What follows belongs to an exercise in optimizing a design on an open flow for small area, a short achievable clock period and few clock cycles; a production flow would make more cautious choices. The RTL was checked by simulation tests, not by an equivalence proof against the original design. Power figures rest on the tool's default switching activity, not on a simulated workload.

==> 01-10 <==
Design rle_line_enc, start of the top module:
module rle_line_enc (
    input  wire        clk,
    input  wire        rst,
    input  wire        cfg_valid,
    output wire        cfg_ready,
    input  wire [15:0] cfg_width,     
    input  wire        cfg_b16,       
    input  wire        s_valid,
    output wire        s_ready,
    input  wire [15:0] s_data,
    output wire        m_valid,
    input  wire        m_ready,
    output wire [15:0] m_data,
    output wire        m_last,
    output wire [17:0] m_len
);
==> flow/config.mk <==
export PLATFORM = sky130hd
export DESIGN_NAME = rle_line_enc
export DESIGN_NICKNAME = rle_line_enc
export VERILOG_FILES = /design/flow/design.v
export SDC_FILE = /design/flow/constraint.sdc
export NUM_CORES = 4
export LEC_CHECK = 0
export CAP_MARGIN = 20
export CORE_MARGIN = 2
export CORE_UTILIZATION = 30
export CTS_CLUSTER_DIAMETER = 100
export CTS_CLUSTER_SIZE = 30
export PLACE_DENSITY = 0.55
export SLEW_MARGIN = 20
==> flow/constraint.sdc <==
create_clock -name core_clock -period 11.0 [get_ports {clk}]
set_input_delay 2.2000 -clock core_clock [delete_from_list [all_inputs] [get_ports {clk}]]
set_output_delay 2.2000 -clock core_clock [all_outputs]
set_load 0.01 [all_outputs]
run.sh (not shown) runs the stock make flow with config.mk's settings and CLKGATE_MAP_FILE= SYNTH_SCRIPT=/design/flow/synth_recipe.tcl, a recipe that flattens the netlist after the stock synthesis.
==> 11-19: changes against 01-10 <==
--- a/flow/config.mk
+++ b/flow/config.mk
@@ -9,6 +9,4 @@
 export CORE_MARGIN = 2
 export CORE_UTILIZATION = 30
-export CTS_CLUSTER_DIAMETER = 100
-export CTS_CLUSTER_SIZE = 30
 export PLACE_DENSITY = 0.55
 export SLEW_MARGIN = 20
==> results.yml <==
final_layout:
  sh_seq_area_pct: 77.86
  fillers: 16830
  multi_input_area_share_pct: 11.32
  final-nonclk-buf-share_pct: 1.415
  postLayoutCellArea_um2: 59400
  clockNetworkAreaShare_pct: 4.111
routing:
  wl_um: 73740
  routed_via_density: 3.860
  vias: 22850
timing:
  layout_setup_ws_ns: 4.994
  tightest_slew_ns: 1.088
global_routing:
  groute.layer.met1.usage_pct: 11.76
  grt_busiest_layer: "met1"
  met2_usage_pct: 11.76
  grt_first_pass_wirelength_um: 118900
cts:
  cts_made_buffers: 87
power_and_ir_drop:
  p_sw_mw: 2.492
status:
  run_status: "complete, no violations"
# the run above: 01-10

==> results.yml <==
status:
  run_status: "complete, no violations"
timing:
  tightest_slew_ns: 1.070
  fin_hold_ws_ns: 0.2979
final_layout:
  clockNetworkAreaShare_pct: 10.94
  multi_input_area_share_pct: 10.52
  sh_seq_area_pct: 72.32
  fillers: 16520
  postLayoutCellArea_um2: 63960
placement:
  io_buffers: 75
global_routing:
  met2_usage_pct: 12.06
  grt_busiest_layer: "met2"
  grt_first_pass_wirelength_um: 124200
cts:
  cts_made_buffers: 205
  clock_latency_ns: 0.79
routing:
  wl_um: 76550
  routed_via_density: 3.838
  vias: 23750
synth:
  synth_common_cells: "dfxtp_1 (2153), nand2_1 (190), nor2_1 (156)"
worst_setup_path:
  cp_slowest_cell: "edfxtp_1"
  critPathMaxFanout: 26
# the run above: 11-19

Testbench counts of 01-10, summed over its fixed seeds: cycles 73,525.
Testbench counts of 11-19, summed over its fixed seeds: cycles 73,525.

* * *

==> maple <==
rle_line_enc, a different RTL version from the one above (not shown whole).
==> flow/config.mk <==
export PLATFORM = sky130hd
export DESIGN_NAME = rle_line_enc
export DESIGN_NICKNAME = rle_line_enc
export VERILOG_FILES = /design/flow/design.v
export SDC_FILE = /design/flow/constraint.sdc
export NUM_CORES = 4
export LEC_CHECK = 0
export CAP_MARGIN = 20
export CORE_MARGIN = 2
export CORE_UTILIZATION = 45
export CTS_CLUSTER_DIAMETER = 100
export CTS_CLUSTER_SIZE = 30
export PLACE_DENSITY = 0.65
export SLEW_MARGIN = 20
==> flow/constraint.sdc <==
create_clock -name core_clock -period 11.0 [get_ports {clk}]
set_input_delay 2.2000 -clock core_clock [delete_from_list [all_inputs] [get_ports {clk}]]
set_output_delay 2.2000 -clock core_clock [all_outputs]
set_load 0.01 [all_outputs]
==> inputs of lagoon, as changes to maple <==
--- a/flow/design.v
+++ b/flow/design.v
@@ -70,13 +70,13 @@
     reg       hp_far;                     
     wire okL = npge2 && fh[1] && fh[0];
     wire okR = npge3 ? (fh[2] && fh[1]) : (np2 && fh[1] && fh[0]);
     wire ok1 = (np1 && fh[0]) || (np2 && fh[1]) || (np3 && fh[2]);
     reg [7:0] fq0, fq1, fq2, fq3;         
-    reg [1:0] fwp, frp;
-    reg [2:0] fcnt;
-    reg       ffull, fempty;
+    reg [2:0] fwp, frp;                   
+    wire      fempty = (fwp == frp);
+    wire      ffull  = (fwp == {~frp[2], frp[1:0]});
     wire fifo_ok = !(close && hp_far && ffull);
     wire wr_ok   = (!lit_start || okL) && (!rep_last || okR) && (!slots1 || ok1);
     assign fire = av && (alast || iv) && wr_ok && fifo_ok;
     wire doL   = fire && lit_start;
     wire doR   = fire && rep_last;
@@ -89,11 +89,11 @@
     wire selA3 = doR && npge3;
     wire selB3 = do1 && np3;
     reg  [16*N-1:0] ring;
     wire [15:0] S = ring[16*N-1 -: 16];
     reg [6:0]  rcnt;                      
-    reg        hdr_mode, rcnt1;           
+    reg        hdr_mode, rcnt1, rcnt2;    
     reg        rlastpkt, rb16;
     reg [7:0]  skip;                      
     reg        in_skip;                   
     reg        flushing;                  
     reg        ov, olast;
@@ -101,11 +101,11 @@
     reg [17:0] olen;
     assign m_valid = ov;
     assign m_data  = od;
     assign m_last  = olast;
     assign m_len   = olen;
-    wire [7:0] fhead = (frp == 2'd0) ? fq0 : (frp == 2'd1) ? fq1 : (frp == 2'd2) ? fq2 : fq3;
+    wire [7:0] fhead = (frp[1:0] == 2'd0) ? fq0 : (frp[1:0] == 2'd1) ? fq1 : (frp[1:0] == 2'd2) ? fq2 : fq3;
     wire can_out = !ov || m_ready;
     wire hdr_ok  = S[15] && (!S[14] || !fempty);
     wire consume = !in_skip && can_out && (!hdr_mode || hdr_ok);
     wire miss    = !in_skip && !consume && (!hdr_mode || S[15]);
     wire skip_free = ({1'b0, np} + {1'b0, skip} < N);
@@ -113,10 +113,13 @@
     wire pop     = consume && hdr_mode && S[14];
     wire [7:0] h_ctrl = S[14] ? {1'b1, fhead[6:0]} : S[7:0];
     wire       h_last = S[14] ? fhead[7] : S[13];
     wire       e_b16  = hdr_mode ? S[12] : rb16;
     wire [6:0] h_cnt  = h_ctrl[7] ? h_ctrl[6:0] : 7'd1;
+    wire [15:0] od_n    = hdr_mode ? {8'h00, h_ctrl} : S;
+    wire [17:0] olen_n  = (olast ? 18'd0 : olen) + (e_b16 ? 18'd2 : 18'd1);
+    wire        olast_n = !hdr_mode && rlastpkt && rcnt1;
     integer k;
     reg [16*N-1:0] ring_n;
     always @(*) begin
         ring_n = {ring[16*N-17:0], 16'h0000};
         ring_n[15:0] = {S[15] && !freeS && !rst, S[14:0]};
@@ -133,11 +136,10 @@
         if (selA3) ring_n[16*3 +: 16] = hdr_word;
         if (selB3) ring_n[16*3 +: 16] = adata;
     end
     always @(posedge clk) ring <= ring_n;
     reg  [7:0] np_n;
-    reg  [2:0] fcnt_n;
     reg  [7:0] skip_n;
     reg  [6:0] rcnt_n;
     reg  [6:0] pcnt_n;
     always @(*) begin
         if (doL)
@@ -146,11 +148,10 @@
             np_n = npge3 ? 8'd2 : 8'd1;
         else if (do1)
             np_n = np;
         else
             np_n = (np == N - 1) ? 8'd0 : np + 8'd1;
-        fcnt_n = fcnt + {2'b00, dpush} - {2'b00, pop};
         if (in_skip)   skip_n = skip - 8'd1;
         else if (miss) skip_n = N - 1;
         else           skip_n = 8'd0;
         rcnt_n = rcnt;
         if (consume) rcnt_n = hdr_mode ? h_cnt : rcnt - 7'd1;
@@ -183,18 +184,16 @@
             npge2    <= 1'b0;
             npge3    <= 1'b0;
             fh       <= 3'b111;
             hp       <= K[4:0];
             hp_far   <= 1'b1;
-            fwp      <= 2'd0;
-            frp      <= 2'd0;
-            fcnt     <= 3'd0;
-            ffull    <= 1'b0;
-            fempty   <= 1'b1;
+            fwp      <= 3'd0;
+            frp      <= 3'd0;
             rcnt     <= 7'd0;
             hdr_mode <= 1'b1;
             rcnt1    <= 1'b0;
+            rcnt2    <= 1'b0;
             skip     <= N - 1;
             in_skip  <= 1'b1;
             flushing <= 1'b1;
             ov       <= 1'b0;
             olast    <= 1'b1;
@@ -263,42 +262,37 @@
             end else if (!hp_far) begin
                 hp     <= hp + 5'd1;
                 hp_far <= (hp == K - 1);
             end
             if (dpush) begin
-                case (fwp)
+                case (fwp[1:0])
                     2'd0: fq0 <= {alast, close_len};
                     2'd1: fq1 <= {alast, close_len};
                     2'd2: fq2 <= {alast, close_len};
                     default: fq3 <= {alast, close_len};
                 endcase
-                fwp <= fwp + 2'd1;
+                fwp <= fwp + 3'd1;
             end
             if (pop)
-                frp <= frp + 2'd1;
-            fcnt   <= fcnt_n;
-            ffull  <= (fcnt_n == 3'd4);
-            fempty <= (fcnt_n == 3'd0);
+                frp <= frp + 3'd1;
             skip    <= skip_n;
             in_skip <= (skip_n != 8'd0);
             if (skip == 8'd1) flushing <= 1'b0;
             rcnt     <= rcnt_n;
-            hdr_mode <= (rcnt_n == 7'd0);
-            rcnt1    <= (rcnt_n == 7'd1);
             if (consume) begin
-                ov    <= 1'b1;
-                olen  <= (olast ? 18'd0 : olen) + (e_b16 ? 18'd2 : 18'd1);
-                if (hdr_mode) begin
-                    od       <= {8'h00, h_ctrl};
-                    olast    <= 1'b0;
-                    rb16     <= S[12];
-                    rlastpkt <= h_last;
-                end else begin
-                    od    <= S;
-                    olast <= rlastpkt && rcnt1;
-                end
-            end else if (m_ready) begin
-                ov <= 1'b0;
+                hdr_mode <= !hdr_mode && rcnt1;
+                rcnt1    <= hdr_mode ? (h_cnt == 7'd1) : rcnt2;
+                rcnt2    <= hdr_mode ? (h_cnt == 7'd2) : (rcnt == 7'd3);
+            end
+            ov <= consume || (ov && !m_ready);
+            if (consume) begin
+                od    <= od_n;
+                olen  <= olen_n;
+                olast <= olast_n;
+            end
+            if (consume && hdr_mode) begin
+                rb16     <= S[12];
+                rlastpkt <= h_last;
             end
         end
     end
 endmodule
==> flow/flow/run.sh (new file) <==
#!/bin/bash
# The standard layout (standard synthesis, floorplan, placement, CTS, routing),
# with the resizer's setup repair aiming for extra slack beyond the clock period.
# make's full output goes to flow_make.log; each ORFS step keeps its own log
# under orfs/logs/.
set -euo pipefail
bash standard.sh SETUP_SLACK_MARGIN=7.5 finish > flow_make.log 2>&1
==> flow/standard.sh (new file) <==
#!/bin/bash
# synth_recipe.tcl (not shown) runs the flow's synth.tcl, then flattens the netlist and writes it again
# the make line also repeats each setting of config.mk as NAME=value (left out here)
make -C /OpenROAD-flow-scripts/flow DESIGN_CONFIG=/design/flow/config.mk WORK_HOME=/design/flow/orfs CLKGATE_MAP_FILE= SYNTH_SCRIPT=/design/flow/synth_recipe.tcl "${@:-finish}"
removed: flow/run.sh
==> inputs of fjord, as changes to maple <==
--- a/flow/design.v
+++ b/flow/design.v
@@ -19,29 +19,30 @@
     reg [15:0] in_left;                   
     reg        il_zero, il_one, il_two;   
     reg        pend;                      
     reg        b16_cur, b16_old;
     reg        cfg_rdy;                   
+    reg        cfg_busy;                  
     assign cfg_ready = cfg_rdy;
-    wire cfg_hs = cfg_valid && cfg_rdy;
+    wire cfg_hs = cfg_valid && !cfg_busy;
     reg        s_rdy;                     
+    reg        jv;                        
     reg        jlast, jb16;               
     reg [15:0] jdata;
     reg        iv, ilast, ib16;           
     reg [15:0] idata;
     reg        av, alast, ab16;           
     reg [15:0] adata;
     reg        eqr;                       
     assign s_ready = s_rdy;
-    wire acc = s_valid && s_rdy;
+    wire acc = s_valid && !jv;
     wire        fire;
     wire        advance = !av || fire;
     wire        i_free  = !iv || advance;
     wire        new_b16  = pend ? b16_old : b16_cur;
     wire        new_last = pend || il_one;
     wire [15:0] new_data = new_b16 ? s_data : {8'h00, s_data[7:0]};
-    wire        jv    = !s_rdy;
     wire        xv    = jv || acc;
     wire [15:0] xdata = jv ? jdata : new_data;
     wire        xlast = jv ? jlast : new_last;
     wire        xb16  = jv ? jb16  : new_b16;
     wire        eq_ix = (idata == xdata);
@@ -70,13 +71,13 @@
     reg       hp_far;                     
     wire okL = npge2 && fh[1] && fh[0];
     wire okR = npge3 ? (fh[2] && fh[1]) : (np2 && fh[1] && fh[0]);
     wire ok1 = (np1 && fh[0]) || (np2 && fh[1]) || (np3 && fh[2]);
     reg [7:0] fq0, fq1, fq2, fq3;         
-    reg [1:0] fwp, frp;
-    reg [2:0] fcnt;
-    reg       ffull, fempty;
+    reg [2:0] fwp, frp;                   
+    wire      fempty = (fwp == frp);
+    wire      ffull  = (fwp == {~frp[2], frp[1:0]});
     wire fifo_ok = !(close && hp_far && ffull);
     wire wr_ok   = (!lit_start || okL) && (!rep_last || okR) && (!slots1 || ok1);
     assign fire = av && (alast || iv) && wr_ok && fifo_ok;
     wire doL   = fire && lit_start;
     wire doR   = fire && rep_last;
@@ -89,34 +90,41 @@
     wire selA3 = doR && npge3;
     wire selB3 = do1 && np3;
     reg  [16*N-1:0] ring;
     wire [15:0] S = ring[16*N-1 -: 16];
     reg [6:0]  rcnt;                      
-    reg        hdr_mode, rcnt1;           
+    reg        hdr_mode, rcnt1, rcnt2;    
     reg        rlastpkt, rb16;
     reg [7:0]  skip;                      
     reg        in_skip;                   
     reg        flushing;                  
-    reg        ov, olast;
+    reg        ov, olast;                 
+    reg        oe;                        
     reg [15:0] od;
     reg [17:0] olen;
+    reg        hlast;                     
+    reg [15:0] hd;                        
+    reg [17:0] hlen;                      
     assign m_valid = ov;
     assign m_data  = od;
     assign m_last  = olast;
     assign m_len   = olen;
-    wire [7:0] fhead = (frp == 2'd0) ? fq0 : (frp == 2'd1) ? fq1 : (frp == 2'd2) ? fq2 : fq3;
-    wire can_out = !ov || m_ready;
+    wire [7:0] fhead = (frp[1:0] == 2'd0) ? fq0 : (frp[1:0] == 2'd1) ? fq1 : (frp[1:0] == 2'd2) ? fq2 : fq3;
+    wire can_out = oe || m_ready;
     wire hdr_ok  = S[15] && (!S[14] || !fempty);
     wire consume = !in_skip && can_out && (!hdr_mode || hdr_ok);
     wire miss    = !in_skip && !consume && (!hdr_mode || S[15]);
     wire skip_free = ({1'b0, np} + {1'b0, skip} < N);
     wire freeS   = flushing || consume || (in_skip ? skip_free : (hdr_mode && !S[15]));
     wire pop     = consume && hdr_mode && S[14];
     wire [7:0] h_ctrl = S[14] ? {1'b1, fhead[6:0]} : S[7:0];
     wire       h_last = S[14] ? fhead[7] : S[13];
     wire       e_b16  = hdr_mode ? S[12] : rb16;
     wire [6:0] h_cnt  = h_ctrl[7] ? h_ctrl[6:0] : 7'd1;
+    wire [15:0] od_n    = hdr_mode ? {8'h00, h_ctrl} : S;
+    wire [17:0] olen_n  = (hlast ? 18'd0 : hlen) + (e_b16 ? 18'd2 : 18'd1);
+    wire        olast_n = !hdr_mode && rlastpkt && rcnt1;
     integer k;
     reg [16*N-1:0] ring_n;
     always @(*) begin
         ring_n = {ring[16*N-17:0], 16'h0000};
         ring_n[15:0] = {S[15] && !freeS && !rst, S[14:0]};
@@ -132,12 +140,45 @@
         if (selB2) ring_n[16*2 +: 16] = adata;
         if (selA3) ring_n[16*3 +: 16] = hdr_word;
         if (selB3) ring_n[16*3 +: 16] = adata;
     end
     always @(posedge clk) ring <= ring_n;
+    always @(posedge clk) begin
+        if (i_free) begin
+            idata <= xdata;
+            ilast <= xlast;
+            ib16  <= xb16;
+            eqr   <= advance ? eq_ix : eq_ax;
+        end else if (acc) begin
+            jdata <= new_data;
+            jlast <= new_last;
+            jb16  <= new_b16;
+        end
+        if (advance) begin
+            adata <= idata;
+            alast <= ilast;
+            ab16  <= ib16;
+        end
+        if (dpush) begin
+            case (fwp[1:0])
+                2'd0: fq0 <= {alast, close_len};
+                2'd1: fq1 <= {alast, close_len};
+                2'd2: fq2 <= {alast, close_len};
+                default: fq3 <= {alast, close_len};
+            endcase
+        end
+        if (consume && hdr_mode) begin
+            rb16     <= S[12];
+            rlastpkt <= h_last;
+        end
+    end
+    always @(posedge clk) begin
+        od    <= can_out ? od_n    : hd;
+        olen  <= can_out ? olen_n  : hlen;
+        olast <= can_out ? olast_n : hlast;
+    end
     reg  [7:0] np_n;
-    reg  [2:0] fcnt_n;
     reg  [7:0] skip_n;
     reg  [6:0] rcnt_n;
     reg  [6:0] pcnt_n;
     always @(*) begin
         if (doL)
@@ -146,11 +187,10 @@
             np_n = npge3 ? 8'd2 : 8'd1;
         else if (do1)
             np_n = np;
         else
             np_n = (np == N - 1) ? 8'd0 : np + 8'd1;
-        fcnt_n = fcnt + {2'b00, dpush} - {2'b00, pop};
         if (in_skip)   skip_n = skip - 8'd1;
         else if (miss) skip_n = N - 1;
         else           skip_n = 8'd0;
         rcnt_n = rcnt;
         if (consume) rcnt_n = hdr_mode ? h_cnt : rcnt - 7'd1;
@@ -168,11 +208,13 @@
             il_two   <= 1'b0;
             pend     <= 1'b0;
             b16_cur  <= 1'b0;
             b16_old  <= 1'b0;
             cfg_rdy  <= 1'b1;
+            cfg_busy <= 1'b0;
             s_rdy    <= 1'b1;
+            jv       <= 1'b0;
             iv       <= 1'b0;
             av       <= 1'b0;
             pst      <= P_NONE;
             pcnt     <= 7'd0;
             c126     <= 1'b0;
@@ -183,23 +225,22 @@
             npge2    <= 1'b0;
             npge3    <= 1'b0;
             fh       <= 3'b111;
             hp       <= K[4:0];
             hp_far   <= 1'b1;
-            fwp      <= 2'd0;
-            frp      <= 2'd0;
-            fcnt     <= 3'd0;
-            ffull    <= 1'b0;
-            fempty   <= 1'b1;
+            fwp      <= 3'd0;
+            frp      <= 3'd0;
             rcnt     <= 7'd0;
             hdr_mode <= 1'b1;
             rcnt1    <= 1'b0;
+            rcnt2    <= 1'b0;
             skip     <= N - 1;
             in_skip  <= 1'b1;
             flushing <= 1'b1;
             ov       <= 1'b0;
-            olast    <= 1'b1;
+            oe       <= 1'b1;
+            hlast    <= 1'b1;
         end else begin
             if (cfg_hs) begin
                 b16_cur <= cfg_b16;
                 in_left <= cfg_width;
                 il_zero <= (cfg_width == 16'd0);
@@ -207,42 +248,37 @@
                 il_two  <= (cfg_width == 16'd2);
                 if (il_one && !acc) begin
                     pend    <= 1'b1;
                     b16_old <= b16_cur;
                 end
-                cfg_rdy <= !(il_one && !acc) && (cfg_width == 16'd1);
+                cfg_rdy  <= !(il_one && !acc) && (cfg_width == 16'd1);
+                cfg_busy <= !(!(il_one && !acc) && (cfg_width == 16'd1));
             end else begin
                 if (acc && !pend) begin
                     in_left <= in_left - 16'd1;
                     il_zero <= il_one;
                     il_one  <= il_two;
                     il_two  <= (in_left == 16'd3);
                 end
-                cfg_rdy <= !(pend && !acc) &&
-                           ((acc && !pend) ? (il_one || il_two) : (il_one || il_zero));
+                cfg_rdy  <= !(pend && !acc) &&
+                            ((acc && !pend) ? (il_one || il_two) : (il_one || il_zero));
+                cfg_busy <= !(!(pend && !acc) &&
+                              ((acc && !pend) ? (il_one || il_two) : (il_one || il_zero)));
             end
             if (acc && pend)
                 pend <= 1'b0;
-            if (i_free) begin
+            if (i_free)
                 iv    <= xv;
-                idata <= xdata;
-                ilast <= xlast;
-                ib16  <= xb16;
-                eqr   <= advance ? eq_ix : eq_ax;
+            if (i_free) begin
                 s_rdy <= 1'b1;
+                jv    <= 1'b0;
             end else if (acc) begin
-                jdata <= new_data;
-                jlast <= new_last;
-                jb16  <= new_b16;
                 s_rdy <= 1'b0;
+                jv    <= 1'b1;
             end
-            if (advance) begin
+            if (advance)
                 av    <= iv;
-                adata <= idata;
-                alast <= ilast;
-                ab16  <= ib16;
-            end
             if (fire) begin
                 case (pst)
                     P_NONE:  pst <= eq ? P_REP : (alast ? P_NONE : P_LIT);
                     P_REP:   if (rep_last) pst <= P_NONE;
                     default: pst <= eq ? P_REP : ((c126 || alast) ? P_NONE : P_LIT);
@@ -262,43 +298,28 @@
                 hp_far <= 1'b0;
             end else if (!hp_far) begin
                 hp     <= hp + 5'd1;
                 hp_far <= (hp == K - 1);
             end
-            if (dpush) begin
-                case (fwp)
-                    2'd0: fq0 <= {alast, close_len};
-                    2'd1: fq1 <= {alast, close_len};
-                    2'd2: fq2 <= {alast, close_len};
-                    default: fq3 <= {alast, close_len};
-                endcase
-                fwp <= fwp + 2'd1;
-            end
+            if (dpush)
+                fwp <= fwp + 3'd1;
             if (pop)
-                frp <= frp + 2'd1;
-            fcnt   <= fcnt_n;
-            ffull  <= (fcnt_n == 3'd4);
-            fempty <= (fcnt_n == 3'd0);
+                frp <= frp + 3'd1;
             skip    <= skip_n;
             in_skip <= (skip_n != 8'd0);
             if (skip == 8'd1) flushing <= 1'b0;
             rcnt     <= rcnt_n;
-            hdr_mode <= (rcnt_n == 7'd0);
-            rcnt1    <= (rcnt_n == 7'd1);
             if (consume) begin
-                ov    <= 1'b1;
-                olen  <= (olast ? 18'd0 : olen) + (e_b16 ? 18'd2 : 18'd1);
-                if (hdr_mode) begin
-                    od       <= {8'h00, h_ctrl};
-                    olast    <= 1'b0;
-                    rb16     <= S[12];
-                    rlastpkt <= h_last;
-                end else begin
-                    od    <= S;
-                    olast <= rlastpkt && rcnt1;
-                end
-            end else if (m_ready) begin
-                ov <= 1'b0;
+                hdr_mode <= !hdr_mode && rcnt1;
+                rcnt1    <= hdr_mode ? (h_cnt == 7'd1) : rcnt2;
+                rcnt2    <= hdr_mode ? (h_cnt == 7'd2) : (rcnt == 7'd3);
+            end
+            ov <= consume || (!oe && !m_ready);
+            oe <= !(consume || (!oe && !m_ready));
+            if (consume) begin
+                hd    <= od_n;
+                hlen  <= olen_n;
+                hlast <= olast_n;
             end
         end
     end
 endmodule
==> flow/flow/run.sh (new file) <==
#!/bin/bash
# The standard layout (standard synthesis, floorplan, placement, CTS, routing),
# with the resizer's setup repair aiming for extra slack beyond the clock period.
# make's full output goes to flow_make.log; each ORFS step keeps its own log
# under orfs/logs/.
set -euo pipefail
bash standard.sh SETUP_SLACK_MARGIN=7.8 finish > flow_make.log 2>&1
==> flow/standard.sh (new file) <==
#!/bin/bash
# synth_recipe.tcl (not shown) runs the flow's synth.tcl, then flattens the netlist and writes it again
# the make line also repeats each setting of config.mk as NAME=value (left out here)
make -C /OpenROAD-flow-scripts/flow DESIGN_CONFIG=/design/flow/config.mk WORK_HOME=/design/flow/orfs CLKGATE_MAP_FILE= SYNTH_SCRIPT=/design/flow/synth_recipe.tcl "${@:-finish}"
removed: flow/run.sh
==> comparison <==
lagoon completed with no timing, DRC or antenna violations. fjord completed without violations. maple went through all stages and came out clean.
Utilization, highest first: fjord, lagoon, maple.
The highest worst hold slack belongs to lagoon, the lowest to fjord.
Of maple and fjord, fjord has the higher area after synthesis (gap about 2.2%, measured against fjord).
Of fjord and maple, fjord has the higher sequential power (gap about 1%, measured against maple).
The lowest critical path depth belongs to lagoon, the highest to fjord.
Testbench counts of maple, summed over its fixed seeds: cycles 73,519.
Testbench counts of lagoon, summed over its fixed seeds: cycles 73,519.
Testbench counts of fjord, summed over its fixed seeds: cycles 73,519.

[re-timing with driven ports]
In the flow no input, the clock included, has a driving cell. The finished layouts below were timed again as built, in two steps.
Step 1, drivers: a clkbuf_16 drives clk and a buf_2 each remaining input, both assumed.
Step 2 times the ports against the registers' clock, not the clock port: input delays grow and output delays shrink by t, the midpoint of the rising clock arrivals with the driver on.
Three values: no drivers, after step 1, after step 2; two values: the first two.
| run | shift t [ns] | setup WS [ns] | clock arrival spread, ns |
|---|---|---|---|
| 01-10 | 0.762 | 4.994 / 4.924 / 5.685 | 0.063 / 0.063 |
| 11-19 | 0.847 | 4.961 / 4.890 / 5.737 | 0.047 / 0.047 |
| maple | 0.742 | 6.236 / 6.236 / 6.139 | 0.048 / 0.049 |
| lagoon | 0.736 | 7.382 / 7.316 / 6.748 | 0.047 / 0.047 |
| fjord | 0.760 | 7.242 / 7.254 / 6.495 | 0.045 / 0.045 |
After both steps every run listed still meets setup and hold. The setup slack of fjord, which loses most, moves by +0.012 ns with the drivers and by -0.747 ns with both steps.
